From an optimization exercise on the open Yosys and OpenROAD flow, aimed at small area, a short achievable clock period and few clock cycles; shortcuts taken in it are not production practice. No run shown here included a check of the RTL's function; only the layout flow was run. Power and IR drop assume default switching activity.

===== flow/run.sh =====
#!/bin/bash
# synth_recipe.tcl (not shown) runs the flow's synth.tcl, then flattens the netlist and writes it again
# the make line also repeats each setting of config.mk as NAME=value (left out here)
make -C /OpenROAD-flow-scripts/flow DESIGN_CONFIG=/design/flow/config.mk WORK_HOME=/design/flow/orfs CLKGATE_MAP_FILE= SYNTH_SCRIPT=/design/flow/synth_recipe.tcl finish

===== flow/config.mk =====
export PLATFORM = sky130hd
export DESIGN_NAME = wirecodec
export DESIGN_NICKNAME = wirecodec
export VERILOG_FILES = /design/flow/design.v
export SDC_FILE = /design/flow/constraint.sdc
export NUM_CORES = 4
export LEC_CHECK = 0
export ABC_AREA = 1
export CAP_MARGIN = 20
export CORE_MARGIN = 2
export CORE_UTILIZATION = 40
export SLEW_MARGIN = 20

===== flow/design.v =====
module wirecodec (
    input             clk,
    input             rst,
    input             cmd_valid,
    output            cmd_ready,
    input      [15:0] cmd_word,
    input      [31:0] cmd_arg,
    input      [15:0] cmd_len,
    input             din_valid,
    output            din_ready,
    input       [7:0] din_data,
    output            dout_valid,
    input             dout_ready,
    output      [7:0] dout_data,
    output            rsp_valid,
    input             rsp_ready,
    output      [3:0] rsp_status,
    output     [31:0] rsp_rval,
    output     [11:0] mem_raddr,
    input       [7:0] mem_rdata,
    output            mem_we,
    output     [11:0] mem_waddr,
    output      [7:0] mem_wdata
);
    localparam OP_NOP         = 6'h00;
    localparam OP_CFG_SET_ADDR= 6'h01;
    localparam OP_CFG_SET_PORT= 6'h02;
    localparam OP_CFG_SET_FMT = 6'h03;
    localparam OP_CFG_GET_ADDR= 6'h04;
    localparam OP_CFG_GET_PORT= 6'h05;
    localparam OP_CFG_GET_FMT = 6'h06;
    localparam OP_NEW         = 6'h08;
    localparam OP_MAKE        = 6'h09;
    localparam OP_SET_SRC     = 6'h0A;
    localparam OP_SET_DST     = 6'h0B;
    localparam OP_SET_PORT    = 6'h0C;
    localparam OP_SET_FLAGS   = 6'h0D;
    localparam OP_SET_PAYLOAD = 6'h0E;
    localparam OP_SET_FLAG    = 6'h0F;
    localparam OP_GET_SRC     = 6'h10;
    localparam OP_GET_DST     = 6'h11;
    localparam OP_GET_PORT    = 6'h12;
    localparam OP_GET_FLAGS   = 6'h13;
    localparam OP_GET_LEN     = 6'h14;
    localparam OP_GET_PAYLOAD = 6'h15;
    localparam OP_GET_FLAG    = 6'h16;
    localparam OP_GET_VALID   = 6'h17;
    localparam OP_ENCODE      = 6'h18;
    localparam OP_DECODE      = 6'h19;
    localparam OP_RX          = 6'h1A;
    localparam OP_MATCH       = 6'h1B;
    localparam OP_XBEGIN      = 6'h1C;
    localparam OP_XNEXT       = 6'h1D;
    localparam OP_XSTAT       = 6'h1E;
    localparam ST_OK      = 4'd0;
    localparam ST_EMPTY   = 4'd1;
    localparam ST_DISCARD = 4'd2;
    localparam ST_NOTHING = 4'd3;
    localparam ST_END     = 4'd4;
    localparam ST_ILLEGAL = 4'd15;
    localparam S_INIT = 4'd0;     
    localparam S_IDLE = 4'd1;
    localparam S_DIN  = 4'd2;     
    localparam S_PAD  = 4'd3;     
    localparam S_HDR  = 4'd4;     
    localparam S_COPY = 4'd5;     
    localparam S_FILL = 4'd6;     
    localparam S_CMP  = 4'd7;     
    localparam S_RD1  = 4'd8;     
    localparam S_RD2  = 4'd9;
    localparam S_RDS  = 4'd10;    
    localparam S_DOUT = 4'd11;    
    localparam S_POST = 4'd12;    
    localparam S_RSP  = 4'd13;
    localparam S_POST1= 4'd14;    
    reg  [3:0] st;
    reg  [5:0] op;
    reg        rr, vv;
    reg  [2:0] ix;
    reg [15:0] rem;        
    reg [10:0] dp;         
    reg [10:0] rp;         
    reg [11:0] tmp;        
    reg  [1:0] rs;         
    reg        infl;       
    reg        ph;         
    reg        fa_q, ft_q;   
    reg        we_r;
    reg [11:0] wa_r;
    reg  [7:0] wd_r;
    reg  [7:0] dreg;
    reg        dv;
    reg  [1:0] fs0, fs1;
    reg        v0, v1;
    reg        fmt, sact;
    reg [10:0] soff;
    reg  [3:0] stat;
    wire [1:0] scr = fs0 ^ fs1 ^ 2'b11;
    wire [1:0] fsr = rr ? fs1 : fs0;
    function [11:0] fa;
        input [1:0]  s;
        input [10:0] p;
        begin
            fa = p[10] ? {5'b11111, s, p[4:0]} : {s, p[9:0]};
        end
    endfunction
    function [7:0] clamp8;
        input [31:0] x;
        begin
            if (x[31])             clamp8 = 8'd0;
            else if (|x[30:8])     clamp8 = 8'hFF;
            else                   clamp8 = x[7:0];
        end
    endfunction
    wire [5:0] in_op = cmd_word[15:10];
    wire in_uses_r   = (in_op >= OP_NEW) && (in_op <= OP_MATCH);
    wire in_uses_v   = (in_op == OP_SET_FLAG) || (in_op == OP_CFG_SET_FMT) ||
                       (in_op == OP_RX);
    wire in_uses_idx = (in_op == OP_SET_FLAG) || (in_op == OP_GET_FLAG);
    wire in_reserved = (in_op == 6'h07) || (in_op >= 6'h1F);
    wire in_illegal  = in_reserved || (cmd_word[7:3] != 5'd0) ||
                       (cmd_word[9] && !in_uses_r) ||
                       (cmd_word[8] && !in_uses_v) ||
                       ((cmd_word[2:0] != 3'd0) && !in_uses_idx);
    wire in_r = cmd_word[9];
    wire [1:0] in_fsr = in_r ? fs1 : fs0;
    wire idle = (st == S_IDLE);
    wire [5:0] in_opx = in_illegal ? 6'h07 : in_op;
    wire [5:0] sop  = idle ? in_opx : op;
    wire [1:0] sfsr = idle ? in_fsr : fsr;
    function [10:0] din_start;
        input [5:0] o;
        begin
            case (o)
                OP_MAKE, OP_CFG_SET_ADDR, OP_SET_DST: din_start = 11'd8;
                OP_SET_PAYLOAD:                       din_start = 11'd20;
                default:                              din_start = 11'd0;
            endcase
        end
    endfunction
    wire d_writer = (op == OP_CFG_SET_ADDR) || (op == OP_NEW) || (op == OP_MAKE) ||
                    (op == OP_SET_SRC) || (op == OP_SET_DST) ||
                    (op == OP_SET_PAYLOAD) || (op == OP_DECODE) || (op == OP_RX);
    wire d_lim8  = (op == OP_SET_SRC);
    wire d_lim16 = (op == OP_SET_DST) || (op == OP_CFG_SET_ADDR);
    wire d_below = d_lim8  ? (dp < 11'd8) :
                   d_lim16 ? (dp < 11'd16) : (dp < 11'd1044);
    wire d_wen   = d_writer && d_below;
    wire [1:0] wslot = (op == OP_CFG_SET_ADDR) ? 2'd3 :
                       ((op == OP_SET_SRC) || (op == OP_SET_DST)) ? fsr : scr;
    wire d_jump  = (op == OP_NEW) || (op == OP_MAKE);
    wire [10:0] dp_inc = dp + 11'd1;
    wire [10:0] dp_adv = (d_jump && dp == 11'd15) ? 11'd20 : dp_inc;
    wire din_fire = (st == S_DIN) && din_valid;
    wire [10:0] dp_after = d_wen ? dp_adv : dp;
    wire [10:0] lenv     = dp - 11'd20;       
    reg  [1:0] ra_s;
    reg [10:0] ra_p;
    always @(*) begin
        ra_s = rs;
        ra_p = rp;
        case (st)
            S_DIN:  begin ra_s = 2'd3; ra_p = dp; end
            S_CMP:  begin if (ph) ra_s = 2'd3; end
            S_RDS:  begin
                if (op == OP_XNEXT ? (dp[2:1] == 2'd1) : (dp[2:1] == 2'd0))
                    ra_p = {10'd9, dp[0]};                       
            end
            default: ;
        endcase
    end
    assign mem_raddr = fa(ra_s, ra_p);
    reg [7:0] wd_n;
    always @(*) begin
        case (st)
            S_IDLE: wd_n = (in_op == OP_MAKE) ? 8'd0 : clamp8(cmd_arg);
            S_DIN:  wd_n = din_data;
            S_HDR:  wd_n = (rp[1:0] == 2'd1) ? 8'd0 :
                           (rp[1:0] == 2'd2) ? {5'd0, lenv[10:8]} : lenv[7:0];
            S_COPY, S_CMP: wd_n = mem_rdata;
            S_RD2: begin
                wd_n = mem_rdata;
                wd_n[3'd7 - ix] = vv;
            end
            S_DOUT: wd_n = dreg;
            default: wd_n = (st == S_PAD || dp < 11'd16) ? 8'h20 : 8'h00;
        endcase
    end
    reg  [1:0] wa_s;
    reg [10:0] wa_p;
    always @(*) begin
        wa_s = scr;
        wa_p = dp;
        case (st)
            S_INIT: wa_s = tmp[1:0];
            S_IDLE: begin
                wa_s = (in_op == OP_CFG_SET_PORT) ? 2'd3 :
                       (in_op == OP_NEW || in_op == OP_MAKE) ? scr : in_fsr;
                wa_p = (in_op == OP_MAKE || in_op == OP_SET_FLAGS) ? 11'd17 : 11'd16;
            end
            S_DIN, S_PAD: wa_s = wslot;
            S_HDR:  wa_p = rp;
            S_COPY: if (op == OP_MAKE) wa_p[3] = 1'b0;
            S_RD2:  begin wa_s = rs; wa_p = 11'd17; end
            default: ;
        endcase
    end
    wire o_fire  = dv && dout_ready;
    wire o_stall = dv && !dout_ready;
    wire o_lenop = (op == OP_ENCODE) || (op == OP_XNEXT);
    reg [15:0] rem_o;
    always @(*) begin
        rem_o = rem - 16'd1;
        if (o_lenop && dp == 11'd18) rem_o = {5'd0, dreg[2:0], 8'd1};
        if (o_lenop && dp == 11'd19) rem_o = {5'd0, rem[10:8], dreg};
    end
    wire o_last = (o_lenop && dp == 11'd19) ? ({rem[10:8], dreg} == 11'd0) :
                  (!(o_lenop && dp == 11'd18) && rem == 16'd1);
    wire o_done = o_fire && o_last;
    wire [10:0] pl      = tmp[10:0];
    wire [11:0] p_diff  = {1'b0, dp} - {1'b0, pl};
    wire        p_ok    = !tmp[11] && !(pl[10] && |pl[9:0]) && !ph &&
                          (rp >= 11'd20);
    wire        c_eq    = (wd_r == mem_rdata);
    wire        x_ok  = !ft_q && (rem[15:11] == 5'd0) && (rem[10:0] <= tmp[10:0]);
    assign cmd_ready  = idle;
    assign din_ready  = (st == S_DIN);
    assign dout_valid = dv;
    assign dout_data  = dreg;
    assign rsp_valid  = (st == S_RSP);
    assign rsp_status = stat;
    assign rsp_rval   = {20'd0, tmp};
    assign mem_we     = we_r;
    assign mem_waddr  = wa_r;
    assign mem_wdata  = wd_r;
    task setup;
        input [10:0] dpa;
        input        n0;
        begin
            begin
                case (sop)
                OP_CFG_SET_ADDR, OP_SET_DST:
                    st <= (dpa < 11'd16) ? S_PAD : S_RSP;
                OP_SET_SRC:
                    st <= (dpa < 11'd8) ? S_PAD : S_RSP;
                OP_NEW, OP_MAKE, OP_SET_PAYLOAD: begin
                    if (dpa < 11'd16) begin
                        st <= S_PAD;
                    end else begin
                        st  <= S_HDR;
                        rp  <= (sop == OP_NEW) ? 11'd17 : 11'd18;
                    end
                end
                OP_DECODE: st <= S_POST;
                OP_RX:     st <= n0 ? S_RSP : S_POST;
                OP_MATCH: begin
                    st <= S_CMP; rs <= sfsr; rp <= 11'd8; ph <= 1'b0;
                    infl <= 1'b0; fa_q <= 1'b1;
                end
                OP_CFG_GET_ADDR, OP_GET_SRC, OP_GET_DST, OP_ENCODE: begin
                    st <= S_DOUT; dp <= 11'd0; infl <= 1'b0; dv <= 1'b0;
                    rs  <= (sop == OP_CFG_GET_ADDR) ? 2'd3 : sfsr;
                    rp  <= (sop == OP_GET_DST || sop == OP_CFG_GET_ADDR) ? 11'd8 : 11'd0;
                    rem <= (sop == OP_ENCODE) ? 16'd20 : 16'd8;
                end
                OP_GET_PORT, OP_GET_FLAGS, OP_GET_FLAG, OP_SET_FLAG,
                OP_CFG_GET_PORT, OP_XBEGIN: begin
                    st <= S_RD1;
                    rs <= (sop == OP_CFG_GET_PORT) ? 2'd3 :
                          (sop == OP_XBEGIN) ? fs0 : sfsr;
                    rp <= (sop == OP_GET_PORT || sop == OP_CFG_GET_PORT) ? 11'd16 : 11'd17;
                end
                OP_GET_LEN, OP_GET_PAYLOAD: begin
                    st <= S_RDS; rs <= sfsr; dp <= 11'd0; rp <= 11'd20;
                end
                OP_XNEXT: begin
                    if (sact) begin
                        st <= S_RDS; rs <= fs0; dp <= 11'd0; rp <= soff + 11'd38;
                    end else begin
                        st <= S_RSP;
                    end
                end
                default: st <= S_RSP;
                endcase
            end
        end
    endtask
    always @(posedge clk) begin
        we_r <= 1'b0;
        wa_r <= fa(wa_s, wa_p);
        if (st != S_CMP || ph) wd_r <= wd_n;
        if (st == S_DIN || st == S_POST) begin
            if (we_r && wa_r[9:3] == 7'd1)  fa_q <= fa_q & c_eq;
            if (we_r && wa_r[9:0] == 10'd16) ft_q <= c_eq;
        end
        if (rst) begin
            st   <= S_INIT;
            dp   <= 11'd0;
            tmp  <= 12'd0;
            fs0  <= 2'd0;
            fs1  <= 2'd1;
            v0   <= 1'b0;
            v1   <= 1'b0;
            fmt  <= 1'b0;
            sact <= 1'b0;
            soff <= 11'd0;
            dv   <= 1'b0;
            stat <= ST_OK;
        end else begin
            case (st)
            S_INIT: begin
                we_r <= 1'b1;
                dp   <= dp_inc;
                if (dp == 11'd19) begin
                    dp <= 11'd0;
                    if (tmp[1:0] == 2'd3) st <= S_IDLE;
                    tmp[1:0] <= tmp[0] ? 2'd3 : 2'd1;
                end
            end
            S_IDLE: begin
                if (cmd_valid) begin
                    op   <= in_opx;
                    rr   <= in_r;
                    vv   <= cmd_word[8];
                    ix   <= cmd_word[2:0];
                    rem  <= cmd_len;
                    dp   <= din_start(in_opx);
                    fa_q <= 1'b1;
                    ft_q <= 1'b0;
                    tmp  <= 12'd0;
                    if (in_illegal)
                        stat <= ST_ILLEGAL;
                    else if (in_op == OP_RX && cmd_len == 16'd0)
                        stat <= ST_NOTHING;
                    else if (in_op == OP_XNEXT && !sact)
                        stat <= ST_END;
                    else
                        stat <= ST_OK;
                    if (!in_illegal) begin
                        case (in_op)
                            OP_CFG_GET_FMT: tmp <= {11'd0, fmt};
                            OP_GET_VALID:   tmp <= {11'd0, in_r ? v1 : v0};
                            OP_XSTAT:       tmp <= {soff, sact};
                            OP_CFG_SET_FMT: begin fmt <= cmd_word[8]; sact <= 1'b0; end
                            default: ;
                        endcase
                        if (in_op >= OP_NEW && in_op <= OP_SET_FLAG && !in_r)
                            sact <= 1'b0;
                        if (in_op == OP_NEW || in_op == OP_MAKE) begin
                            if (in_r) v1 <= 1'b1; else v0 <= 1'b1;
                        end
                        if (in_op == OP_CFG_SET_PORT || in_op == OP_NEW ||
                            in_op == OP_MAKE || in_op == OP_SET_PORT ||
                            in_op == OP_SET_FLAGS) begin
                            we_r <= 1'b1;
                        end
                    end
                    if (cmd_len != 16'd0)
                        st <= S_DIN;
                    else
                        setup(din_start(in_opx), 1'b1);
                end
            end
            S_DIN: begin
                if (din_valid) begin
                    rem <= rem - 16'd1;
                    if (d_wen) begin
                        we_r <= 1'b1;
                        dp   <= dp_adv;
                        if (dp == 11'd18) tmp[11:8] <= {|din_data[7:3], din_data[2:0]};
                        if (dp == 11'd19) tmp[7:0]  <= din_data;
                    end
                    if (rem == 16'd1)
                        setup(dp_after, 1'b0);
                end
            end
            S_PAD: begin
                we_r <= 1'b1;
                dp   <= dp_inc;
                if (dp_inc == (d_lim8 ? 11'd8 : 11'd16)) begin
                    if (op == OP_NEW || op == OP_MAKE) begin
                        st  <= S_HDR;
                        rp  <= (op == OP_NEW) ? 11'd17 : 11'd18;
                        dp  <= 11'd20;
                    end else begin
                        st <= S_RSP;
                    end
                end
            end
            S_HDR: begin
                we_r <= 1'b1;
                rp   <= rp + 11'd1;
                if (rp[1:0] == 2'd3) begin
                    if (op == OP_NEW) begin
                        if (rr) fs1 <= scr; else fs0 <= scr;
                        st <= S_RSP;
                    end else begin
                        st   <= S_COPY;
                        infl <= 1'b0;
                        rs   <= (op == OP_MAKE) ? 2'd3 : fsr;
                        rp   <= (op == OP_MAKE) ? 11'd8 : 11'd0;
                    end
                end
            end
            S_COPY: begin
                rp   <= rp + 11'd1;
                dp   <= rp;
                infl <= 1'b1;
                if (infl) begin
                    we_r <= 1'b1;
                    if (dp == ((op == OP_MAKE) ? 11'd16 : 11'd17)) begin
                        if (rr) fs1 <= scr; else fs0 <= scr;
                        st <= S_RSP;
                    end
                end
            end
            S_POST: begin
                rp <= p_diff[10:0];
                ph <= p_diff[11];
                st <= S_POST1;
            end
            S_POST1: begin
                if (p_ok) begin
                    if (op == OP_RX && vv && !(fa_q && ft_q)) begin
                        stat <= ST_DISCARD;
                        tmp  <= {8'd0, 1'b1, fa_q & ft_q, ft_q, fa_q};
                    end else begin
                        if (rr) begin fs1 <= scr; v1 <= 1'b1; end
                        else    begin fs0 <= scr; v0 <= 1'b1; sact <= 1'b0; end
                        tmp <= (op == OP_RX) ? {8'd0, 1'b1, fa_q & ft_q, ft_q, fa_q}
                                             : {1'b0, pl};
                    end
                    st <= S_RSP;
                end else begin
                    stat <= ST_EMPTY;
                    tmp  <= 12'd0;
                    dp   <= 11'd0;
                    st   <= S_FILL;
                end
            end
            S_FILL: begin
                we_r <= 1'b1;
                dp   <= dp_inc;
                if (dp == 11'd19) begin
                    if (op == OP_DECODE) begin
                        if (rr) begin fs1 <= scr; v1 <= 1'b0; end
                        else    begin fs0 <= scr; v0 <= 1'b0; sact <= 1'b0; end
                        st <= S_RSP;
                    end else begin
                        st <= S_CMP; rs <= scr; rp <= 11'd8; ph <= 1'b0;
                        infl <= 1'b0; fa_q <= 1'b1;
                    end
                end
            end
            S_CMP: begin
                if (!ph) begin
                    if (infl) begin
                        if (dp == 11'd16) begin
                            tmp <= {8'd0, (op == OP_MATCH) && (rr ? v1 : v0),
                                    fa_q & c_eq, c_eq, fa_q};
                            if (op == OP_RX) begin
                                if (vv && !(fa_q && c_eq)) begin
                                    stat <= ST_DISCARD;
                                end else begin
                                    if (rr) begin fs1 <= scr; v1 <= 1'b0; end
                                    else    begin fs0 <= scr; v0 <= 1'b0; sact <= 1'b0; end
                                end
                            end
                            st <= S_RSP;
                        end else begin
                            fa_q <= fa_q & c_eq;
                        end
                    end
                    ph <= 1'b1;
                end else begin
                    dp   <= rp;
                    rp   <= rp + 11'd1;
                    infl <= 1'b1;
                    ph   <= 1'b0;
                end
            end
            S_RD1: st <= S_RD2;
            S_RD2: begin
                case (op)
                    OP_GET_FLAG: tmp <= {11'd0, mem_rdata[3'd7 - ix]};
                    OP_XBEGIN: begin
                        tmp  <= {11'd0, !fmt && mem_rdata[7]};
                        sact <= !fmt && mem_rdata[7];
                        soff <= 11'd0;
                    end
                    OP_SET_FLAG: begin
                        we_r <= 1'b1;
                    end
                    default: tmp <= {4'd0, mem_rdata};
                endcase
                st <= S_RSP;
            end
            S_RDS: begin
                dp <= dp_inc;
                if (op != OP_XNEXT) begin
                    if (dp[1:0] == 2'd1) tmp[11:8] <= {1'b0, mem_rdata[2:0]};
                    if (dp[1:0] == 2'd2) begin
                        tmp[7:0] <= mem_rdata;
                        rp <= rp + 11'd1;
                        if (op == OP_GET_LEN || {tmp[10:8], mem_rdata} == 11'd0) begin
                            st <= S_RSP;
                        end else begin
                            st   <= S_DOUT;
                            rem  <= {5'd0, tmp[10:8], mem_rdata};
                            dp   <= 11'd0;
                            infl <= 1'b1;
                            dv   <= 1'b0;
                        end
                    end
                end else begin
                    case (dp[2:0])
                        3'd0: rp <= rp + 11'd1;
                        3'd1: begin
                            rem[15:8] <= mem_rdata;
                            ft_q <= |mem_rdata[7:3];
                            rp <= soff + 11'd20;
                        end
                        3'd2: rem[7:0] <= mem_rdata;
                        3'd3: begin
                            tmp[11:8] <= {1'b0, mem_rdata[2:0]};
                            rem <= rem + {5'd0, rp};
                        end
                        3'd4: begin
                            tmp[7:0] <= mem_rdata;
                            rp <= rp + 11'd1;
                        end
                        default: begin
                            if (x_ok) begin
                                st   <= S_DOUT;
                                dreg <= mem_rdata;
                                dv   <= 1'b1;
                                infl <= 1'b1;
                                rp   <= rp + 11'd1;
                                rem  <= 16'd20;
                                dp   <= 11'd0;
                                tmp  <= {1'b0, soff};
                                soff <= rem[10:0];
                            end else begin
                                stat <= ST_END;
                                sact <= 1'b0;
                                tmp  <= 12'd0;
                                st   <= S_RSP;
                            end
                        end
                    endcase
                end
            end
            S_DOUT: begin
                if (o_stall) begin
                    if (infl) rp <= rp - 11'd1;
                    infl <= 1'b0;
                end else begin
                    rp   <= rp + 11'd1;
                    infl <= 1'b1;
                    if (infl && !o_done) begin
                        dreg <= mem_rdata;
                        dv   <= 1'b1;
                    end else begin
                        dv   <= 1'b0;
                    end
                end
                if (o_fire) begin
                    dp  <= dp_inc;
                    rem <= rem_o;
                    if ((op == OP_GET_SRC || op == OP_GET_DST || op == OP_CFG_GET_ADDR) &&
                        dreg != 8'h20)
                        tmp <= {1'b0, dp_inc};
                    if (op == OP_XNEXT) begin
                        we_r <= 1'b1;
                    end
                    if (o_last) begin
                        st <= S_RSP;
                        if (op == OP_ENCODE) tmp <= {1'b0, dp_inc};
                        if (op == OP_XNEXT) begin fs1 <= scr; v1 <= 1'b1; end
                    end
                end
            end
            S_RSP: begin
                if (rsp_ready) st <= S_IDLE;
            end
            default: st <= S_IDLE;
            endcase
        end
    end
endmodule

===== flow/constraint.sdc =====
create_clock -name core_clock -period 8.0 [get_ports {clk}]
set_input_delay 1.6000 -clock core_clock [delete_from_list [all_inputs] [get_ports {clk}]]
set_output_delay 1.6000 -clock core_clock [all_outputs]
set_load 0.01 [all_outputs]

==> results of run 1 <==
-- logic make-up after synthesis --
kind of cell | Yosys count
compound gates | 527
flops | 124
other cells | 1
xor+xnor | 46
simple gates | 1011
fa+ha+maj | 55
buf+inv | 407
-- how the worst min path moves through the flow --
| stage | slack, ns | cells past startpoint | start | to |
|---|---|---|---|---|
| 6_report | 0.51 | 2 | stat[3]$_SDFFE_PP0P_ | stat[3]$_SDFFE_PP0P_ |
| 5_1_grt | 0.53 | 2 | stat[3]$_SDFFE_PP0P_ | stat[3]$_SDFFE_PP0P_ |
| 4_1_cts | 0.51 | 2 | stat[3]$_SDFFE_PP0P_ | stat[3]$_SDFFE_PP0P_ |
| 3_5_place_dp | 0.51 | 2 | stat[3]$_SDFFE_PP0P_ | stat[3]$_SDFFE_PP0P_ |
| 3_3_place_gp | 0.50 | 2 | v0$_SDFFE_PP0P_ | v0$_SDFFE_PP0P_ |
| 2_1_floorplan | 0.45 | 2 | v0$_SDFFE_PP0P_ | v0$_SDFFE_PP0P_ |
-- registers in the layout (all words and copies together), names as in the netlist, 2 cells and up --
register,cells
dp,11
wa_r,12
rem,16
op,6
soff,11
wd_r,8
ix,3
fs1,2
tmp,12
dreg,8
fs0,2
rs,2
st,4
stat,4
rp,11
-- synth_stat cells, types with 24 or more instances --
library cell,n,area [µm²]
a21oi_1,154,771
a31oi_1,24,150
clkbuf_1,37,139
dfxtp_1,66,1320
edfxtp_1,58,1740
ha_1,53,663
inv_1,294,1100
nand2_1,452,1700
nand3_1,131,656
nand4_1,46,288
nor2_1,242,908
nor3_1,45,225
nor4_1,32,200
o211ai_1,31,233
o21ai_0,163,816
xor2_1,29,254
-- worst register-to-register path: stages, from the launching register on --
cell and delay (ns):
dfxtp_1 0.71, inv_1 0.40, a21oi_1 0.32, nor2_1 0.14, nand2_1 0.10, nand2_1 0.07
nand2_1 0.08, nand2_1 0.06, nand2_1 0.08, nand2_1 0.43, o21ai_0 0.78, nand3_1 0.21
inv_1 0.09, nand2_1 0.12, nor3_1 0.45, nor3_1 0.13, buf_4 0.23
-- cell type report --
class / count / area [µm²] / area share
tap: 448 / 561 / 0.0352
clock inverter: 9 / 118 / 0.00739
timing repair buffer: 165 / 1600 / 0.101
inverter: 324 / 1220 / 0.0766
sequential: 124 / 3060 / 0.193
multi-input combinational: 1660 / 8870 / 0.558
antenna: 2 / 5.00 / 0.000315
clock buffer: 23 / 468 / 0.0294
-- power groups by stage --
stage | Sequential [mW] | Clock, mW | Combinational [mW]
6_report | 0.677 | 0.820 | 0.183
5_1_grt | 0.677 | 0.848 | 0.194
4_1_cts | 0.676 | 0.821 | 0.177
3_5_place_dp | 0.690 | 0 | 0.176
3_3_place_gp | 0.690 | 0 | 0.175
2_1_floorplan | 0.684 | 0 | 0.0924
-- through the flow --
stage	setup slack (ns)	std cells	hold WS [ns]	power, mW
6_report	2.58	2755	0.508	1.68
3_5_place_dp	2.51	2721	0.506	0.865
2_1_floorplan	3.46	2191	0.452	0.776
3_3_place_gp	2.62	2719	0.496	0.865
4_1_cts	2.61	2753	0.513	1.67
5_1_grt	2.34	2753	0.533	1.72
-- layer usage --
metal | wire length [µm] | vias to the layer above | track usage
met5 | 11 | - | 0
met4 | 4600 | 2 | 0.226
met3 | 8070 | 231 | 0.0852
met2 | 31700 | 1148 | 0.627
met1 | 28300 | 7950 | 0.523
li1 | - | 7649 | -
==> flow_summary.ini, run 1 <==
[outcome]
outcome = timing/DRC/antenna clean

[floorplan]
die_h_um = 188
coreArea_um2 = 33400
start_util = 0.405
die-area_um2 = 35300
io_pins = 167
fp-row-count = 67
chipWidth_um = 188

[clock_tree]
clock_latency_ns = 0.46
root_buffer = clkbuf_16
postCtsSetupBuffers = 0
cts_resized = 0
clk_pin_slew_worst_paths_ns = 0.05
cts_sinks = 124
htree_levels = 4
cts.path.max_buffers = 2
cts_tree = yes
numCtsBuffers = 17
postCtsHoldBufs = 0

[critical_path]
cp-endpoint = mem_raddr[8]
cp_top_family = compound AO/OA/AOI/OAI gates
critPathMaxFanout = 20
r2r_slack_ns = 3.33
max_stage_delay_ns = 0.54
r2r_cells = 16
cp.depth = 12
critPathCaptureType = output port
startpoint_type = flop
cp-startpoint = op[5]$_DFFE_PP_
critPathKind = flop to output port
rr_startpoint = dp[2]$_SDFFE_PP0P_
rr_endpoint = rp[8]$_DFFE_PP_
cp.required_ns = 6.40
critPathArrivalTime_ns = 3.82
cp.buffers_inverters = 3
critical-path-slowest-cell = clkdlybuf4s50_1
path_cells = nor2_2 -> inv_2 -> nor2_2 -> nand2_1 -> buf_4 -> a21oi_1 -> o211ai_1 -> nand2_1 -> nor2_1 -> a21oi_1 -> o221ai_1 -> clkdlybuf4s50_1

[cells_and_area]
final_common_cell = nand2_1
mostFrequentLayoutCells = 452 x nand2_1, 294 x inv_1, 241 x nor2_1
area_growth_pct = 17.8
nets = 2433
drive_gt1_frac = 0.0529
fin_util = 0.477
fin_area_um2 = 15900
nFillCells = 3614

[hold_path]
hold_path_class = flop to flop

[timing]
slew_headroom = 0.157
setup_viol = 0
finClkSkew_ns = 0.0123
worstMarginPinSlew_ns = 1.26
timing.final.max_slew_violations = 0
layout_min_cycle_time_ns = 5.42
grt_setup_unrepaired = false
period_share = 0.677
final-hold-violation-count = 0
fin_setup_tns_ns = 0
max_freq_ghz = 0.185

[power_and_ir_drop]
vdd_ir_drop_max_uv = 161
combPwrFrac = 0.109
swShare = 0.261
p_seq_frac = 0.403
powerDensity_nw_per_um2 = 106
power_leakage_nw = 6.84
p_int_mw = 1.24
power.clock.fraction = 0.488
p_switching_uw = 439

[logic_synthesis]
synthFlopType = dfxtp_1
synth_area_um2 = 13500
synth-edff-count = 58
synth.avg_cell_area_um2 = 6.22
synth_compound_area_frac = 0.237
synthSimpleGateAreaFrac = 0.331
synth-seq-cells = 124
syn_inst = 2171
synth_cell_types = 69
synth_top_family_by_area = simple AND/OR/NAND/NOR gates
ys_seq_area_frac = 0.227
yosys_warnings = 1
synth_fa_ha_area_frac = 0.0520
synth-xor-area-share = 0.0298
ys_async_sr_fraction = 0
synth_mux_area_frac = 0

[routing]
drt-total-wl_um = 72700
vias = 17000
drc = 0
drtPass1Iterations = 8
avgRoutedWirePerCell_um = 26.4
postRouteAntennaNets = 0
avgViaCountPerCell = 6.16
detailedRoute.firstIterationViolations = 2360

[global_routing]
grt_max_degree = 31
grt_pass1_wl_um = 105000
grt_pass1_vias = 15500
antenna_found_initial = 3
grt_overflow = 0
grt_use_total = 0.404

[job]
drv_cap = 0

[placement]
dp_hpwl_um = 59500
finalWeightedCongestion = 1.05
placed_cell_area_um2 = 15300
io_buffers = 146
==> run 2: changes to the inputs <==
--- a/flow/config.mk
+++ b/flow/config.mk
@@ -9,4 +9,5 @@
 export CAP_MARGIN = 20
 export CORE_MARGIN = 2
 export CORE_UTILIZATION = 40
+export SETUP_SLACK_MARGIN = 4.2
 export SLEW_MARGIN = 20
==> run 2 against run 1 <==
Synthesized area unchanged. Still clean. Sequential cell count unchanged. Critical path type unchanged. Highest routed layer unchanged. Final area increased by 12%. Synthesized cell count unchanged. Non-clock buffer count increased by 113.
==> flow_summary.ini, run 2 <==
[clock_tree]
root_buffer = clkbuf_16
cts.path.max_buffers = 2
htree_levels = 4
clock_latency_ns = 0.47
cts_tree = yes
postCtsHoldBufs = 0
numCtsBuffers = 17
clk_pin_slew_worst_paths_ns = 0.06
cts_sinks = 124

[floorplan]
die-area_um2 = 35300
chipWidth_um = 188
fp-row-count = 67
io_pins = 167
coreArea_um2 = 33400
start_util = 0.405
die_h_um = 188

[logic_synthesis]
synthFlopType = dfxtp_1
post-synth-top-area-cell = edfxtp_1
synth_cell_types = 69
synth_top_area_frac = 0.129
synth.avg_cell_area_um2 = 6.22
synth-edff-count = 58
synthTopCellsByArea = edfxtp_1 13%, nand2_1 13%, dfxtp_1 9.8%
synth_most_common_cell = nand2_1
ys_seq_area_frac = 0.227
synth_common_cells = 452 x nand2_1, 294 x inv_1, 242 x nor2_1, 163 x o21ai_0, 154 x a21oi_1
synth_area_um2 = 13500
yosys_warnings = 1
syn_inst = 2171
synth-seq-cells = 124
ys_async_sr_fraction = 0

[critical_path]
cp-endpoint = mem_raddr[5]
max_stage_delay_ns = 0.45
cp.required_ns = 6.40
crit_top_cell = nor2_4
rr_endpoint = rp[10]$_DFFE_PP_
r2r_slack_ns = 4.02
critPathKind = flop to output port
critPathMaxFanout = 5
rr_startpoint = st[1]$_SDFFE_PP0P_
path_cells = nor2_4 -> inv_2 -> nor2_4 -> nand2_4 -> buf_12 -> a21oi_2 -> o211ai_1 -> nand2_2 -> nor2_4 -> buf_6 -> a21oi_4 -> nand2_1 -> o21ai_1 -> buf_2
r2r_cells = 18
critPathCaptureType = output port
cp.buffers_inverters = 4
cp_top_family = simple AND/OR/NAND/NOR gates
cp.depth = 14
critPathArrivalTime_ns = 2.55
cp-startpoint = op[5]$_DFFE_PP_
startpoint_type = flop
critical-path-slowest-cell = edfxtp_1

[timing]
grt_setup_unrepaired = true
period_share = 0.519
final-hold-violation-count = 0
max_freq_ghz = 0.241
worstMarginPinSlew_ns = 1.07
worst_hold_slack_ns = 0.496
fin_setup_tns_ns = 0
layout_min_cycle_time_ns = 4.15
timing.final.max_slew_violations = 0
setup_viol = 0
slew_headroom = 0.287
finClkSkew_ns = 0.0185

[power_and_ir_drop]
vdd_ir_drop_max_uv = 164
powerDensity_nw_per_um2 = 90.8
power_leakage_nw = 7.72

[job]
drv_cap = 0

[routing]
routed.top_layer = met5
postRouteAntennaNets = 0
vias = 17800
avgViaCountPerCell = 6.19
detailedRoute.firstIterationViolations = 2254
drtPass1Iterations = 9
avgRoutedWirePerCell_um = 26.2
wl_met3_um = 8400
drc = 0
drt-total-wl_um = 75300
wl_met2_um = 32500
wl_met1_um = 28900

[global_routing]
grt_max_degree = 35
grt_pass1_vias = 16400
antenna_found_initial = 4
grt_overflow = 0
grt_use_total = 0.414
grt_pass1_wl_um = 108000

[placement]
dp_hpwl_um = 58700
dpl.cell_count = 2719
io_buffers = 146
finalWeightedCongestion = 1.08

[cells_and_area]
area_growth_pct = 32.1
nets = 2551
regMostFlops = rem
largest_reg_flops = 16
seq_area_um2 = 3070
mostFrequentLayoutCells = 406 x nand2_1, 277 x inv_1, 208 x nor2_1
nFillCells = 3461
final_common_cell = nand2_1
fin_cells = 2873
drive_gt1_frac = 0.174
largestRegisters = rem: 16 flops, tmp: 12 flops, wa_r: 12 flops
multi_input_area_um2 = 9780

[outcome]
outcome = timing/DRC/antenna clean

[hold_path]
hold_depth = 2
hold_path_class = flop to flop
[run 2: cell counts after synthesis]
Identical to the previous run, type by type.
[run 2: worst min-delay path by stage]
stage	end	start	slack (ns)
floorplan	v0$_SDFFE_PP0P_	v0$_SDFFE_PP0P_	0.45
global placement	v0$_SDFFE_PP0P_	v0$_SDFFE_PP0P_	0.48
detailed placement	v0$_SDFFE_PP0P_	v0$_SDFFE_PP0P_	0.49
CTS	stat[3]$_SDFFE_PP0P_	stat[3]$_SDFFE_PP0P_	0.50
global route	v0$_SDFFE_PP0P_	v0$_SDFFE_PP0P_	0.52
finish	stat[3]$_SDFFE_PP0P_	stat[3]$_SDFFE_PP0P_	0.50
[run 2: metrics by stage]
stage	instance area, µm²	setup WS (ns)	power (mW)	util
finish	17800	3.85	1.62	0.535
floorplan	13700	4.11	0.778	-
CTS	16900	3.89	1.60	0.507
global placement	15300	2.45	0.866	0.460
global route	17800	3.76	1.65	0.535
detailed placement	15300	2.39	0.866	0.460
[run 2: report_power, final]
| group | switching, mW | total (mW) | leakage (nW) | internal, mW |
|---|---|---|---|---|
| Combinational | 0.118 | 0.199 | 6.38 | 0.0809 |
| Sequential | 0.0118 | 0.677 | 1.08 | 0.665 |
| Clock | 0.331 | 0.744 | 0.259 | 0.413 |
| Total | 0.461 | 1.62 | 7.72 | 1.16 |
[run 2: layer usage]
metal / vias to the layer above / global-route usage
li1: 7919 / -
met4: 4 / 0.258
met1: 8366 / 0.525
met5: - / 0
met3: 293 / 0.0941
met2: 1188 / 0.636
[run 2: logic make-up after synthesis]
kind of cell / after synthesis / synth area share
flops: 124 / 0.227
simple gates: 1011 / 0.331
compound gates: 527 / 0.237
other cells: 1 / 0.000278
buf+inv: 407 / 0.123
xor+xnor: 46 / 0.0298
fa+ha+maj: 55 / 0.0520
[run 2: timing repair]
item	in CTS	in global routing
endpoints found under the hold margin	0	0
pin swaps	26	53
endpoints found under the setup margin	124	122
gates cloned	7	1
resized for setup	229	179
buffers inserted	65	47
[run 2: worst reg2reg max path, cell delays in order, from the launching register on]
cell,delay (ns)
dfxtp_2,0.41
inv_1,0.16
nor2_4,0.18
inv_1,0.11
nor2_2,0.16
buf_4,0.37
inv_1,0.13
buf_4,0.26
nor2_4,0.13
buf_4,0.28
clkinv_2,0.29
nor2_1,0.29
inv_1,0.12
nor3_1,0.27
nor4_2,0.09
o211ai_1,0.16
nor3_4,0.06
buf_4,0.15
buf_12,0.14
[run 2: cell type report]
| cell class | instances | area share |
|---|---|---|
| diodes | 2 | 0.000281 |
| clock buffers | 25 | 0.0267 |
| clock inverters | 7 | 0.00231 |
| inverters | 324 | 0.0713 |
| multi-input cells | 1664 | 0.548 |
| flip-flops and latches | 124 | 0.172 |
| well taps | 448 | 0.0314 |
| repair buffers | 278 | 0.147 |
| repair inverters | 1 | 0.000491 |
==> run 3: changes to the inputs <==
--- a/flow/design.v
+++ b/flow/design.v
@@ -73,6 +73,7 @@
     localparam S_POST = 4'd12;    
     localparam S_RSP  = 4'd13;
     localparam S_POST1= 4'd14;    
+    localparam S_DEC  = 4'd15;    
     reg  [3:0] st;
     reg  [5:0] op;
     reg        rr, vv;
@@ -126,8 +127,6 @@
     wire [1:0] in_fsr = in_r ? fs1 : fs0;
     wire idle = (st == S_IDLE);
     wire [5:0] in_opx = in_illegal ? 6'h07 : in_op;
-    wire [5:0] sop  = idle ? in_opx : op;
-    wire [1:0] sfsr = idle ? in_fsr : fsr;
     function [10:0] din_start;
         input [5:0] o;
         begin
@@ -154,22 +153,7 @@
     wire din_fire = (st == S_DIN) && din_valid;
     wire [10:0] dp_after = d_wen ? dp_adv : dp;
     wire [10:0] lenv     = dp - 11'd20;       
-    reg  [1:0] ra_s;
-    reg [10:0] ra_p;
-    always @(*) begin
-        ra_s = rs;
-        ra_p = rp;
-        case (st)
-            S_DIN:  begin ra_s = 2'd3; ra_p = dp; end
-            S_CMP:  begin if (ph) ra_s = 2'd3; end
-            S_RDS:  begin
-                if (op == OP_XNEXT ? (dp[2:1] == 2'd1) : (dp[2:1] == 2'd0))
-                    ra_p = {10'd9, dp[0]};                       
-            end
-            default: ;
-        endcase
-    end
-    assign mem_raddr = fa(ra_s, ra_p);
+    assign mem_raddr = fa(rs, rp);
     reg [7:0] wd_n;
     always @(*) begin
         case (st)
@@ -237,8 +221,28 @@
         input [10:0] dpa;
         input        n0;
         begin
+            if (op == 6'h07)
+                stat <= ST_ILLEGAL;
+            else if (op == OP_RX && n0)
+                stat <= ST_NOTHING;
+            else if (op == OP_XNEXT && !sact)
+                stat <= ST_END;
+            else
+                stat <= ST_OK;
+            case (op)
+                OP_CFG_GET_FMT: tmp <= {11'd0, fmt};
+                OP_GET_VALID:   tmp <= {11'd0, rr ? v1 : v0};
+                OP_XSTAT:       tmp <= {soff, sact};
+                OP_CFG_SET_FMT: begin fmt <= vv; sact <= 1'b0; end
+                default: ;
+            endcase
+            if (op >= OP_NEW && op <= OP_SET_FLAG && !rr)
+                sact <= 1'b0;
+            if (op == OP_NEW || op == OP_MAKE) begin
+                if (rr) v1 <= 1'b1; else v0 <= 1'b1;
+            end
             begin
-                case (sop)
+                case (op)
                 OP_CFG_SET_ADDR, OP_SET_DST:
                     st <= (dpa < 11'd16) ? S_PAD : S_RSP;
                 OP_SET_SRC:
@@ -248,30 +252,30 @@
                         st <= S_PAD;
                     end else begin
                         st  <= S_HDR;
-                        rp  <= (sop == OP_NEW) ? 11'd17 : 11'd18;
+                        rp  <= (op == OP_NEW) ? 11'd17 : 11'd18;
                     end
                 end
                 OP_DECODE: st <= S_POST;
                 OP_RX:     st <= n0 ? S_RSP : S_POST;
                 OP_MATCH: begin
-                    st <= S_CMP; rs <= sfsr; rp <= 11'd8; ph <= 1'b0;
+                    st <= S_CMP; rs <= fsr; rp <= 11'd8; ph <= 1'b0;
                     infl <= 1'b0; fa_q <= 1'b1;
                 end
                 OP_CFG_GET_ADDR, OP_GET_SRC, OP_GET_DST, OP_ENCODE: begin
                     st <= S_DOUT; dp <= 11'd0; infl <= 1'b0; dv <= 1'b0;
-                    rs  <= (sop == OP_CFG_GET_ADDR) ? 2'd3 : sfsr;
-                    rp  <= (sop == OP_GET_DST || sop == OP_CFG_GET_ADDR) ? 11'd8 : 11'd0;
-                    rem <= (sop == OP_ENCODE) ? 16'd20 : 16'd8;
+                    rs  <= (op == OP_CFG_GET_ADDR) ? 2'd3 : fsr;
+                    rp  <= (op == OP_GET_DST || op == OP_CFG_GET_ADDR) ? 11'd8 : 11'd0;
+                    rem <= (op == OP_ENCODE) ? 16'd20 : 16'd8;
                 end
                 OP_GET_PORT, OP_GET_FLAGS, OP_GET_FLAG, OP_SET_FLAG,
                 OP_CFG_GET_PORT, OP_XBEGIN: begin
                     st <= S_RD1;
-                    rs <= (sop == OP_CFG_GET_PORT) ? 2'd3 :
-                          (sop == OP_XBEGIN) ? fs0 : sfsr;
-                    rp <= (sop == OP_GET_PORT || sop == OP_CFG_GET_PORT) ? 11'd16 : 11'd17;
+                    rs <= (op == OP_CFG_GET_PORT) ? 2'd3 :
+                          (op == OP_XBEGIN) ? fs0 : fsr;
+                    rp <= (op == OP_GET_PORT || op == OP_CFG_GET_PORT) ? 11'd16 : 11'd17;
                 end
                 OP_GET_LEN, OP_GET_PAYLOAD: begin
-                    st <= S_RDS; rs <= sfsr; dp <= 11'd0; rp <= 11'd20;
+                    st <= S_RDS; rs <= fsr; dp <= 11'd0; rp <= 11'd18;
                 end
                 OP_XNEXT: begin
                     if (sact) begin
@@ -324,49 +328,28 @@
                     vv   <= cmd_word[8];
                     ix   <= cmd_word[2:0];
                     rem  <= cmd_len;
-                    dp   <= din_start(in_opx);
+                    dp   <= din_start(in_op);
+                    rp   <= din_start(in_op);
+                    rs   <= 2'd3;
                     fa_q <= 1'b1;
                     ft_q <= 1'b0;
                     tmp  <= 12'd0;
-                    if (in_illegal)
-                        stat <= ST_ILLEGAL;
-                    else if (in_op == OP_RX && cmd_len == 16'd0)
-                        stat <= ST_NOTHING;
-                    else if (in_op == OP_XNEXT && !sact)
-                        stat <= ST_END;
-                    else
-                        stat <= ST_OK;
-                    if (!in_illegal) begin
-                        case (in_op)
-                            OP_CFG_GET_FMT: tmp <= {11'd0, fmt};
-                            OP_GET_VALID:   tmp <= {11'd0, in_r ? v1 : v0};
-                            OP_XSTAT:       tmp <= {soff, sact};
-                            OP_CFG_SET_FMT: begin fmt <= cmd_word[8]; sact <= 1'b0; end
-                            default: ;
-                        endcase
-                        if (in_op >= OP_NEW && in_op <= OP_SET_FLAG && !in_r)
-                            sact <= 1'b0;
-                        if (in_op == OP_NEW || in_op == OP_MAKE) begin
-                            if (in_r) v1 <= 1'b1; else v0 <= 1'b1;
-                        end
-                        if (in_op == OP_CFG_SET_PORT || in_op == OP_NEW ||
-                            in_op == OP_MAKE || in_op == OP_SET_PORT ||
-                            in_op == OP_SET_FLAGS) begin
-                            we_r <= 1'b1;
-                        end
-                    end
-                    if (cmd_len != 16'd0)
-                        st <= S_DIN;
-                    else
-                        setup(din_start(in_opx), 1'b1);
+                    if (!in_illegal &&
+                        (in_op == OP_CFG_SET_PORT || in_op == OP_NEW ||
+                         in_op == OP_MAKE || in_op == OP_SET_PORT ||
+                         in_op == OP_SET_FLAGS))
+                        we_r <= 1'b1;
+                    st <= (cmd_len != 16'd0) ? S_DIN : S_DEC;
                 end
             end
+            S_DEC: setup(dp, rem == 16'd0);
             S_DIN: begin
                 if (din_valid) begin
                     rem <= rem - 16'd1;
                     if (d_wen) begin
                         we_r <= 1'b1;
                         dp   <= dp_adv;
+                        rp   <= dp_adv;
                         if (dp == 11'd18) tmp[11:8] <= {|din_data[7:3], din_data[2:0]};
                         if (dp == 11'd19) tmp[7:0]  <= din_data;
                     end
@@ -472,7 +455,9 @@
                         end
                     end
                     ph <= 1'b1;
+                    rs <= 2'd3;
                 end else begin
+                    rs   <= (op == OP_MATCH) ? fsr : scr;
                     dp   <= rp;
                     rp   <= rp + 11'd1;
                     infl <= 1'b1;
@@ -497,11 +482,11 @@
             end
             S_RDS: begin
                 dp <= dp_inc;
+                rp <= rp + 11'd1;
                 if (op != OP_XNEXT) begin
                     if (dp[1:0] == 2'd1) tmp[11:8] <= {1'b0, mem_rdata[2:0]};
                     if (dp[1:0] == 2'd2) begin
                         tmp[7:0] <= mem_rdata;
-                        rp <= rp + 11'd1;
                         if (op == OP_GET_LEN || {tmp[10:8], mem_rdata} == 11'd0) begin
                             st <= S_RSP;
                         end else begin
@@ -514,20 +499,20 @@
                     end
                 end else begin
                     case (dp[2:0])
-                        3'd0: rp <= rp + 11'd1;
+                        3'd0: ;
                         3'd1: begin
                             rem[15:8] <= mem_rdata;
                             ft_q <= |mem_rdata[7:3];
-                            rp <= soff + 11'd20;
+                            rp <= 11'd18;
                         end
                         3'd2: rem[7:0] <= mem_rdata;
                         3'd3: begin
                             tmp[11:8] <= {1'b0, mem_rdata[2:0]};
-                            rem <= rem + {5'd0, rp};
+                            rp <= soff + 11'd20;
                         end
                         3'd4: begin
                             tmp[7:0] <= mem_rdata;
-                            rp <= rp + 11'd1;
+                            rem <= rem + {5'd0, rp};
                         end
                         default: begin
                             if (x_ok) begin
@@ -535,7 +520,6 @@
                                 dreg <= mem_rdata;
                                 dv   <= 1'b1;
                                 infl <= 1'b1;
-                                rp   <= rp + 11'd1;
                                 rem  <= 16'd20;
                                 dp   <= 11'd0;
                                 tmp  <= {1'b0, soff};
--- a/flow/config.mk
+++ b/flow/config.mk
@@ -9,5 +9,4 @@
 export CAP_MARGIN = 20
 export CORE_MARGIN = 2
 export CORE_UTILIZATION = 40
-export SETUP_SLACK_MARGIN = 4.2
 export SLEW_MARGIN = 20
==> run 3 against run 2 <==
Worst hold slack lost 0.021 ns. Final area shrank 7.4%. Clock-buffer cell count fell by 1. Via count increased by 3.8%. Synthesized area rose by 4.3%. Critical path type unchanged. Critical endpoint is now din_ready.
==> flow_summary.ini, run 3 <==
[timing]
period_share = 0.594
slew_headroom = 0.234
layout_min_cycle_time_ns = 4.75
finClkSkew_ns = 0.0124
grt_setup_unrepaired = false
fin_setup_tns_ns = 0
final-hold-violation-count = 0
max_freq_ghz = 0.211
worstMarginPinSlew_ns = 1.14
timing.final.max_slew_violations = 0
setup_viol = 0

[routing]
postRouteAntennaNets = 0
detailedRoute.firstIterationViolations = 2905
avgRoutedWirePerCell_um = 29.1
drc = 0
drtPass1Iterations = 8
vias = 18400
avgViaCountPerCell = 6.41
drt-total-wl_um = 83600

[logic_synthesis]
yosys_warnings = 1
ys_seq_area_frac = 0.217
synth_common_cells = 477 x nand2_1, 286 x inv_1, 243 x nor2_1, 198 x o21ai_0, 165 x a21oi_1
synth-edff-count = 58
ys_async_sr_fraction = 0
synth_most_common_cell = nand2_1
synth_area_um2 = 14100
synthFlopType = dfxtp_1
synth_top_area_frac = 0.127
synth-seq-cells = 124
post-synth-top-area-cell = nand2_1
syn_inst = 2290
synth.avg_cell_area_um2 = 6.16
synthTopCellsByArea = nand2_1 13%, edfxtp_1 12%, dfxtp_1 9.4%
synth_cell_types = 73

[clock_tree]
cts.path.max_buffers = 2
numCtsBuffers = 17
root_buffer = clkbuf_16
clk_pin_slew_worst_paths_ns = 0.06
cts_tree = yes
clock_latency_ns = 0.47
cts_resized = 0
htree_levels = 4
cts_sinks = 124
postCtsHoldBufs = 0
postCtsSetupBuffers = 0

[hold_path]
hold_path_class = flop to flop

[power_and_ir_drop]
vdd_ir_drop_max_uv = 162
powerDensity_nw_per_um2 = 101
power_leakage_nw = 7.02

[cells_and_area]
largest_reg_flops = 16
mostFrequentLayoutCells = 477 x nand2_1, 286 x inv_1, 242 x nor2_1
drive_gt1_frac = 0.0570
final_common_cell = nand2_1
antenna_cells = 0
regMostFlops = rem
nets = 2549
fin_cells = 2877
area_growth_pct = 17.2
largestRegisters = rem: 16 flops, tmp: 12 flops, wa_r: 12 flops

[floorplan]
die-area_um2 = 36800
chipWidth_um = 192
io_pins = 167
start_util = 0.407
die_h_um = 192
coreArea_um2 = 34600
fp-row-count = 68

[global_routing]
grt_max_degree = 44
grt_pass1_vias = 17200
grt_use_total = 0.451
antenna_found_initial = 2
grt_pass1_wl_um = 119000
grt_overflow = 0

[critical_path]
critPathCaptureType = output port
critical-path-slowest-cell = clkdlybuf4s50_1
cp.required_ns = 6.40
critPathMaxFanout = 43
critPathKind = flop to output port
startpoint_type = flop
critPathArrivalTime_ns = 3.15
max_stage_delay_ns = 0.66
path_cells = inv_2 -> nor2_1 -> nand2_1 -> clkinv_1 -> buf_4 -> clkdlybuf4s50_1

[outcome]
outcome = timing/DRC/antenna clean

[placement]
finalWeightedCongestion = 1.09
io_buffers = 146
dp_hpwl_um = 66600
dpl.cell_count = 2845

[job]
drv_cap = 0
run 3: cell types whose count changed after synthesis, sizes merged, moves of 9 or more:
cell	previous run	this run
nor3	46	61
o2111ai	23	14
nand2	460	496
a211oi	13	23
a21oi	155	168
o21ai	174	209
o22ai	18	31
nand3	138	151
run 3: stage by stage:
stage	hold WS (ns)	cell area (µm²)	total power, mW	setup WS [ns]	utilization
after floorplan	0.444	14200	0.757	4.65	-
after global placement	0.460	15900	0.842	3.62	0.459
after detailed placement	0.463	15900	0.844	3.56	0.459
after CTS	0.477	16500	1.66	3.35	0.477
after global routing	0.492	16500	1.70	3.12	0.477
final	0.475	16500	1.68	3.25	0.477
run 3: layout make-up:
type	instances	area, µm²
fillers	3639	18100
flip-flops and latches	124	3060
clock buffers	24	539
repair buffers	165	1600
multi-input cells	1785	9490
clock inverters	8	66.3
well taps	455	569
inverters	316	1190
run 3: path summary, 6_finish.rpt:
path                 startpoint                  to  slack [ns]  depth (start not counted)
min             v0$_SDFFE_PP0P_     v0$_SDFFE_PP0P_        0.47                          2
min reg2reg     v0$_SDFFE_PP0P_     v0$_SDFFE_PP0P_        0.47                          2
max          st[1]$_SDFFE_PP0P_           din_ready        3.25                          6
max reg2reg     rp[3]$_DFFE_PP_  dp[9]$_SDFFE_PP0P_        3.70                          9
run 3: routing by layer:
| metal | vias up | global-route usage | routed length (µm) | share of wire |
|---|---|---|---|---|
| met4 | 0 | 0.308 | 6480 | 0.078 |
| met1 | 8579 | 0.579 | 32500 | 0.39 |
| li1 | 8100 | - | - | - |
| met2 | 1463 | 0.643 | 33800 | 0.40 |
| met3 | 307 | 0.139 | 10800 | 0.13 |
| met5 | - | 0 | 0 | 0 |
run 3: report_power, final:
part,internal [mW],total [mW],switching [mW]
clock,0.477,0.837,0.360
sequential,0.664,0.671,0.00725
combinational,0.0664,0.167,0.101
total,1.21,1.68,0.468
run 3: worst max-delay path: cells and delay by family (launching register included):
family | cells | cell delay (ns)
DFF | 1 | 0.45
and+or+nand+nor | 2 | 0.66
buffers and inverters | 4 | 1.53
run 3: cell families after synthesis:
group | count (synthesis) | share of synthesized area
adder cells (fa/ha/maj) | 54 | 0.0490
flip-flops | 124 | 0.217
other | 1 | 0.000266
AO/OA/AOI/OAI | 582 | 0.247
XOR/XNOR | 45 | 0.0280
AND/OR/NAND/NOR | 1081 | 0.341
multiplexers | 2 | 0.00142
buffers and inverters | 401 | 0.116
==> run 4: changes to the inputs <==
--- a/flow/config.mk
+++ b/flow/config.mk
@@ -9,4 +9,5 @@
 export CAP_MARGIN = 20
 export CORE_MARGIN = 2
 export CORE_UTILIZATION = 40
+export SETUP_SLACK_MARGIN = 4.4
 export SLEW_MARGIN = 20
==> run 4 against run 3 <==
Combinational power about the same. Largest power group unchanged. Register-to-register slack better by 0.61 ns. Sequential share of layout area down 0.58 points. Setup slack better by 1.1 ns. Clock-buffer cell count unchanged. Clock skew about the same. Synthesized cell count unchanged. First-iteration DRC count up 11%. Highest routed layer unchanged. Core utilization up 1.7 points.
==> flow_summary.ini, run 4 <==
[outcome]
outcome = timing/DRC/antenna clean

[clock_tree]
cts_tree = yes
cts.path.max_buffers = 2
clock_latency_ns = 0.47
clk_pin_slew_worst_paths_ns = 0.06
htree_levels = 4
numCtsBuffers = 17
root_buffer = clkbuf_16
postCtsHoldBufs = 0
cts_sinks = 124

[critical_path]
r2r_cells = 10
r2r_slack_ns = 4.31
path_cells = inv_1 -> nor2_2 -> inv_1 -> nor2_2 -> inv_2 -> nor2_1 -> nand2_1 -> a21oi_1 -> a2111oi_0 -> nand3_1
critPathMaxFanout = 18
rr_startpoint = st[2]$_SDFFE_PP0P_
critical-path-slowest-cell = a21oi_1
critPathKind = flop to flop
max_stage_delay_ns = 0.58
critPathCaptureType = flop
critPathArrivalTime_ns = 4.01
startpoint_type = flop
cp.required_ns = 8.32
rr_endpoint = wd_r[5]$_DFFE_PN_

[logic_synthesis]
synth_cell_types = 73
yosys_warnings = 1
synth_common_cells = 477 x nand2_1, 286 x inv_1, 243 x nor2_1, 198 x o21ai_0, 165 x a21oi_1
synth-seq-cells = 124
synthFlopType = dfxtp_1
synth.avg_cell_area_um2 = 6.16
syn_inst = 2290
synth-edff-count = 58
synth_top_area_frac = 0.127
post-synth-top-area-cell = nand2_1
synth_area_um2 = 14100
ys_seq_area_frac = 0.217
synthTopCellsByArea = nand2_1 13%, edfxtp_1 12%, dfxtp_1 9.4%
synth_most_common_cell = nand2_1
ys_async_sr_fraction = 0

[timing]
slew_headroom = 0.189
final-hold-violation-count = 0
setup_viol = 0
max_freq_ghz = 0.271
worstMarginPinSlew_ns = 1.21
layout_min_cycle_time_ns = 3.69
fin_setup_tns_ns = 0
timing.final.max_slew_violations = 0
finClkSkew_ns = 0.0127
period_share = 0.461
grt_setup_unrepaired = true

[global_routing]
grt_pass1_wl_um = 121000
grt_overflow = 0
grt_max_degree = 41
antenna_found_initial = 3
grt_pass1_vias = 17400
grt_use_total = 0.460

[power_and_ir_drop]
powerDensity_nw_per_um2 = 98.2
power.clock.fraction = 0.499
vdd_ir_drop_max_uv = 164
p_switching_uw = 472
p_int_mw = 1.21
p_seq_frac = 0.400
combPwrFrac = 0.101
power_leakage_nw = 7.30
swShare = 0.281

[cells_and_area]
mostFrequentLayoutCells = 471 x nand2_1, 274 x inv_1, 229 x nor2_1
fin_cells = 2913
largestRegisters = rem: 16 flops, tmp: 12 flops, wa_r: 12 flops
drive_gt1_frac = 0.0981
area_growth_pct = 21.4
final_common_cell = nand2_1
nFillCells = 3607
fin_area_um2 = 17100
largest_reg_flops = 16
nets = 2583
regMostFlops = rem

[hold_path]
hold_path_class = flop to flop
hold_end = v0$_SDFFE_PP0P_
min-delay-start = v0$_SDFFE_PP0P_
hold_depth = 2

[routing]
avgRoutedWirePerCell_um = 29.6
avgViaCountPerCell = 6.54
drtPass1Iterations = 7
drt-total-wl_um = 86100
postRouteAntennaNets = 0
detailedRoute.firstIterationViolations = 3224
drc = 0
vias = 19000

[placement]
dpl.cell_count = 2845
placed_cell_area_um2 = 15900
finalWeightedCongestion = 1.09
io_buffers = 146
dp_hpwl_um = 66600

[floorplan]
die_h_um = 192
chipWidth_um = 192
fp-row-count = 68
start_util = 0.407
die-area_um2 = 36800
coreArea_um2 = 34600
io_pins = 167

[job]
drv_cap = 0
run 4: cell counts after synthesis:
No cell type changed its count.
run 4: how the worst max path moves through the flow:
| stage | from | to | slack (ns) | cells after the start |
|---|---|---|---|---|
| after floorplan | st[1]$_SDFFE_PP0P_ | din_ready | 4.65 | 7 |
| after global placement | dout_ready | dp[2]$_SDFFE_PP0P_ | 3.62 | 10 |
| after detailed placement | dout_ready | dp[2]$_SDFFE_PP0P_ | 3.56 | 10 |
| after CTS | st[2]$_SDFFE_PP0P_ | din_ready | 4.15 | 5 |
| after global routing | rp[10]$_DFFE_PP_ | mem_raddr[9] | 4.40 | 4 |
| final | st[2]$_SDFFE_PP0P_ | wd_r[5]$_DFFE_PN_ | 4.31 | 10 |
run 4: cell families after synthesis:
logic type,Yosys count,synth area share
AOI/OAI and AO/OA,582,0.247
xor gates and xnor gates,45,0.0280
adders and majority gates,54,0.0490
buffers and inverters,401,0.116
DFF,124,0.217
muxes,2,0.00142
other,1,0.000266
and+or+nand+nor,1081,0.341
run 4: per-stage QoR:
| stage | util | hold slack, ns | power (mW) | worst slack [ns] |
|---|---|---|---|---|
| floorplan | - | 0.444 | 0.757 | 4.65 |
| global placement | 0.459 | 0.460 | 0.842 | 3.62 |
| detailed placement | 0.459 | 0.463 | 0.844 | 3.56 |
| CTS | 0.485 | 0.477 | 1.66 | 4.15 |
| global route | 0.494 | 0.492 | 1.71 | 4.40 |
| finish | 0.494 | 0.474 | 1.68 | 4.31 |
run 4: final cells by class:
| type | count | area, µm² | share of cell area |
|---|---|---|---|
| timing repair buffer | 195 | 1890 | 0.110 |
| clock buffer | 24 | 539 | 0.0315 |
| tap | 455 | 569 | 0.0333 |
| sequential | 124 | 3070 | 0.180 |
| inverter | 316 | 1220 | 0.0714 |
| timing repair inverter | 1 | 5.00 | 0.000293 |
| clock inverter | 8 | 66.3 | 0.00388 |
| multi-input combinational | 1788 | 9740 | 0.570 |
| antenna | 2 | 5.00 | 0.000293 |
run 4: worst max-delay path: cells and delay by family, from the launching register on:
family | cells | cell delay (ns)
AND/OR/NAND/NOR | 5 | 1.58
flip-flops | 1 | 0.44
AO/OA/AOI/OAI | 2 | 0.79
buffers and inverters | 3 | 0.71
run 4: power by group through the flow:
stage	combinational [mW]	sequential (mW)	clock (mW)
2_1_floorplan	0.0760	0.681	0
3_3_place_gp	0.159	0.684	0
3_5_place_dp	0.160	0.684	0
4_1_cts	0.160	0.670	0.834
5_1_grt	0.178	0.671	0.857
6_report	0.170	0.671	0.838
run 4: per-layer routing:
metal	share of wire	track usage	vias to the layer above
met3	0.14	0.140	350
met1	0.38	0.593	8895
met4	0.082	0.310	0
met5	0	0	-
met2	0.40	0.656	1616
li1	-	-	8182
run 4: what timing repair did:
item / 4_1_cts / 5_1_grt
resized for setup: 48 / 64
pin swaps: 5 / 3
gates cloned: 3 / 2
setup buffers: 14 / 15
endpoints found under the setup margin: 109 / 102
==> run 5: changes to the inputs <==
--- a/flow/design.v
+++ b/flow/design.v
@@ -340,6 +340,14 @@
                          in_op == OP_SET_FLAGS))
                         we_r <= 1'b1;
                     st <= (cmd_len != 16'd0) ? S_DIN : S_DEC;
+                    if (in_op == OP_XNEXT && cmd_word[9:0] == 10'd0 &&
+                        cmd_len == 16'd0 && sact) begin
+                        st <= S_RDS;
+                        stat <= ST_OK;
+                        dp <= 11'd1;
+                        rs <= fs0;
+                        rp <= rp + 11'd1;
+                    end
                 end
             end
             S_DEC: setup(dp, rem == 16'd0);
@@ -565,6 +573,8 @@
                 end
             end
             S_RSP: begin
+                rs <= fs0;
+                rp <= soff + 11'd38;
                 if (rsp_ready) st <= S_IDLE;
             end
             default: st <= S_IDLE;
--- a/flow/config.mk
+++ b/flow/config.mk
@@ -9,5 +9,5 @@
 export CAP_MARGIN = 20
 export CORE_MARGIN = 2
 export CORE_UTILIZATION = 40
-export SETUP_SLACK_MARGIN = 4.4
+export SETUP_SLACK_MARGIN = 4.6
 export SLEW_MARGIN = 20
==> run 5 against run 4 <==
Global-route usage barely moved. Clock power fell by 9.3%. Synthesized cell count fell by 0.96%. Fmax rose by 7.9%. Synthesized area fell by 1.0%. Setup slack improved by 0.27 ns. Via count rose by 0.71%. Total power fell by 4.2%. Sequential power fell by 0.7%. Clock-buffer cell count fell by 6. Combinational power rose by 8%. Largest power group unchanged.
==> flow_summary.ini, run 5 <==
[global_routing]
grt_overflow = 0
use_met2 = 0.650
met3_usage = 0.138
gr-usage-met1 = 0.596
grt_use_total = 0.460
grt_pass1_vias = 17800
antenna_found_initial = 1
grt_max_degree = 47
busiest_layer = met2
grt_pass1_wl_um = 120000

[cells_and_area]
drive_gt1_frac = 0.135
final_common_cell = nand2_1
regMostFlops = rem
nets = 2634
nFillCells = 3585
largestRegisters = rem: 16 flops, tmp: 12 flops, wa_r: 12 flops
largest_reg_flops = 16
mostFrequentLayoutCells = 457 x nand2_1, 274 x inv_1, 218 x nor2_1
area_growth_pct = 26.7

[floorplan]
die-area_um2 = 36400
fp-row-count = 68
coreArea_um2 = 34500
io_pins = 167
chipWidth_um = 191
start_util = 0.405
die_h_um = 191

[power_and_ir_drop]
power_leakage_nw = 7.59
total_power_mw = 1.61
powerDensity_nw_per_um2 = 91.0
vdd_ir_drop_max_uv = 160

[clock_tree]
postCtsHoldBufs = 0
root_buffer = clkbuf_16
numCtsBuffers = 17
clk_pin_slew_worst_paths_ns = 0.07
cts.path.max_buffers = 2
htree_levels = 4
cts_tree = yes
clock_latency_ns = 0.46
cts_sinks = 124

[logic_synthesis]
ys_async_sr_fraction = 0
syn_inst = 2268
synth-edff-count = 58
synth_area_um2 = 14000
synth_most_common_cell = nand2_1
synth.avg_cell_area_um2 = 6.15
synth_common_cells = 471 x nand2_1, 301 x inv_1, 241 x nor2_1, 176 x o21ai_0, 174 x a21oi_1
synth_top_area_frac = 0.127
post-synth-top-area-cell = nand2_1
synthFlopType = dfxtp_1
synthTopCellsByArea = nand2_1 13%, edfxtp_1 12%, dfxtp_1 9.5%
ys_seq_area_frac = 0.219
synth-seq-cells = 124
synth_cell_types = 66
yosys_warnings = 1

[routing]
avgViaCountPerCell = 6.47
vias = 19200
drtPass1Iterations = 7
detailedRoute.firstIterationViolations = 2976
drt-total-wl_um = 85300
drc = 0
postRouteAntennaNets = 0
avgRoutedWirePerCell_um = 28.8

[critical_path]
critPathCaptureType = flop
critPathMaxFanout = 9
r2r_cells = 10
cp.required_ns = 8.20
critPathArrivalTime_ns = 3.62
cp-endpoint = rp[3]$_DFFE_PP_
rr_endpoint = rp[3]$_DFFE_PP_
startpoint_type = flop
r2r_slack_ns = 4.58
cp-startpoint = rp[2]$_DFFE_PP_
critPathKind = flop to flop
rr_startpoint = rp[2]$_DFFE_PP_

[timing]
final-hold-violation-count = 0
slew_headroom = 0.204
timing.final.max_slew_violations = 0
layout_min_cycle_time_ns = 3.42
setup_viol = 0
grt_setup_unrepaired = true
finClkSkew_ns = 0.0134
period_share = 0.427
max_freq_ghz = 0.293
fin_setup_tns_ns = 0
worstMarginPinSlew_ns = 1.18

[placement]
finalWeightedCongestion = 1.09
io_buffers = 146
dp_hpwl_um = 66600

[outcome]
outcome = timing/DRC/antenna clean

[job]
drv_cap = 0

[hold_path]
hold_path_class = flop to flop
[run 5: routing by layer]
layer  part of all wire  up-vias
met5                  0        -
met4              0.077        0
met3               0.14      322
met2               0.40     1643
met1               0.38     8950
li1                   -     8264
[run 5: per-stage QoR]
step | instances | instance area, µm² | hold slack (ns) | setup slack (ns) | utilization
2_1_floorplan | 2288 | 14000 | 0.444 | 4.68 | -
5_1_grt | 2962 | 17700 | 0.500 | 4.54 | 0.513
3_3_place_gp | 2835 | 15900 | 0.458 | 3.28 | 0.460
4_1_cts | 2928 | 17100 | 0.475 | 4.41 | 0.497
3_5_place_dp | 2835 | 15900 | 0.465 | 3.23 | 0.460
6_report | 2963 | 17700 | 0.465 | 4.58 | 0.513
[run 5: layout make-up]
| cell class | instances | area, µm² | share of cell area |
|---|---|---|---|
| antenna | 1 | 2.50 | 0.000142 |
| clock buffer | 18 | 429 | 0.0243 |
| clock inverter | 14 | 115 | 0.00651 |
| inverter | 329 | 1310 | 0.0738 |
| multi-input combinational | 1753 | 9780 | 0.553 |
| sequential | 124 | 3080 | 0.174 |
| tap | 455 | 569 | 0.0322 |
| timing repair buffer | 268 | 2390 | 0.135 |
| timing repair inverter | 1 | 5.00 | 0.000283 |
[run 5: where the power goes]
part	switching [mW]	internal [mW]	leakage, nW
Clock	0.359	0.401	0.251
Combinational	0.110	0.0728	6.24
Sequential	0.00335	0.663	1.09
Total	0.473	1.14	7.59
[run 5: how the worst min path moves through the flow]
| stage | end | depth (start not counted) | start |
|---|---|---|---|
| 3_5_place_dp | v0$_SDFFE_PP0P_ | 2 | v0$_SDFFE_PP0P_ |
| 6_report | v0$_SDFFE_PP0P_ | 2 | v0$_SDFFE_PP0P_ |
| 3_3_place_gp | v0$_SDFFE_PP0P_ | 2 | v0$_SDFFE_PP0P_ |
| 5_1_grt | v0$_SDFFE_PP0P_ | 2 | v0$_SDFFE_PP0P_ |
| 2_1_floorplan | v0$_SDFFE_PP0P_ | 2 | v0$_SDFFE_PP0P_ |
| 4_1_cts | v0$_SDFFE_PP0P_ | 2 | v0$_SDFFE_PP0P_ |
[run 5: worst max-delay path: stages, from the launching register on]
cell	delay [ns]
edfxtp_1	0.69
inv_1	0.28
nor3_1	0.55
xor2_1	0.45
o21ai_0	0.17
o211ai_1	0.26
o21ai_0	0.16
nor2_1	0.17
o21ai_0	0.14
a31oi_1	0.21
a21oi_2	0.08
[run 5: cell families (layout without fill, tap and decap cells)]
kind of cell	after synthesis	in the layout	share of synthesized area
mux	1	1	0.000717
other cells	1	22	0.000269
simple gates	1053	1053	0.332
xor+xnor	50	50	0.0314
flops	124	124	0.219
compound gates	574	574	0.248
buf+inv	411	630	0.119
fa+ha+maj	54	54	0.0495
[run 5: repair_timing]
| item | 4_1_cts | 5_1_grt |
|---|---|---|
| resized for setup | 119 | 112 |
| gates cloned | 0 | 1 |
| pin swaps | 20 | 27 |
| buffers inserted | 61 | 33 |
| setup endpoints to repair | 125 | 116 |

Check on run 5: ideal ports give 4.583 ns setup slack; a clkbuf_16 on the clock port and buf_2 on the inputs give 4.553 ns; moving port delays by the midpoint clock arrival (0.511 ns) as well gives 4.143 ns.
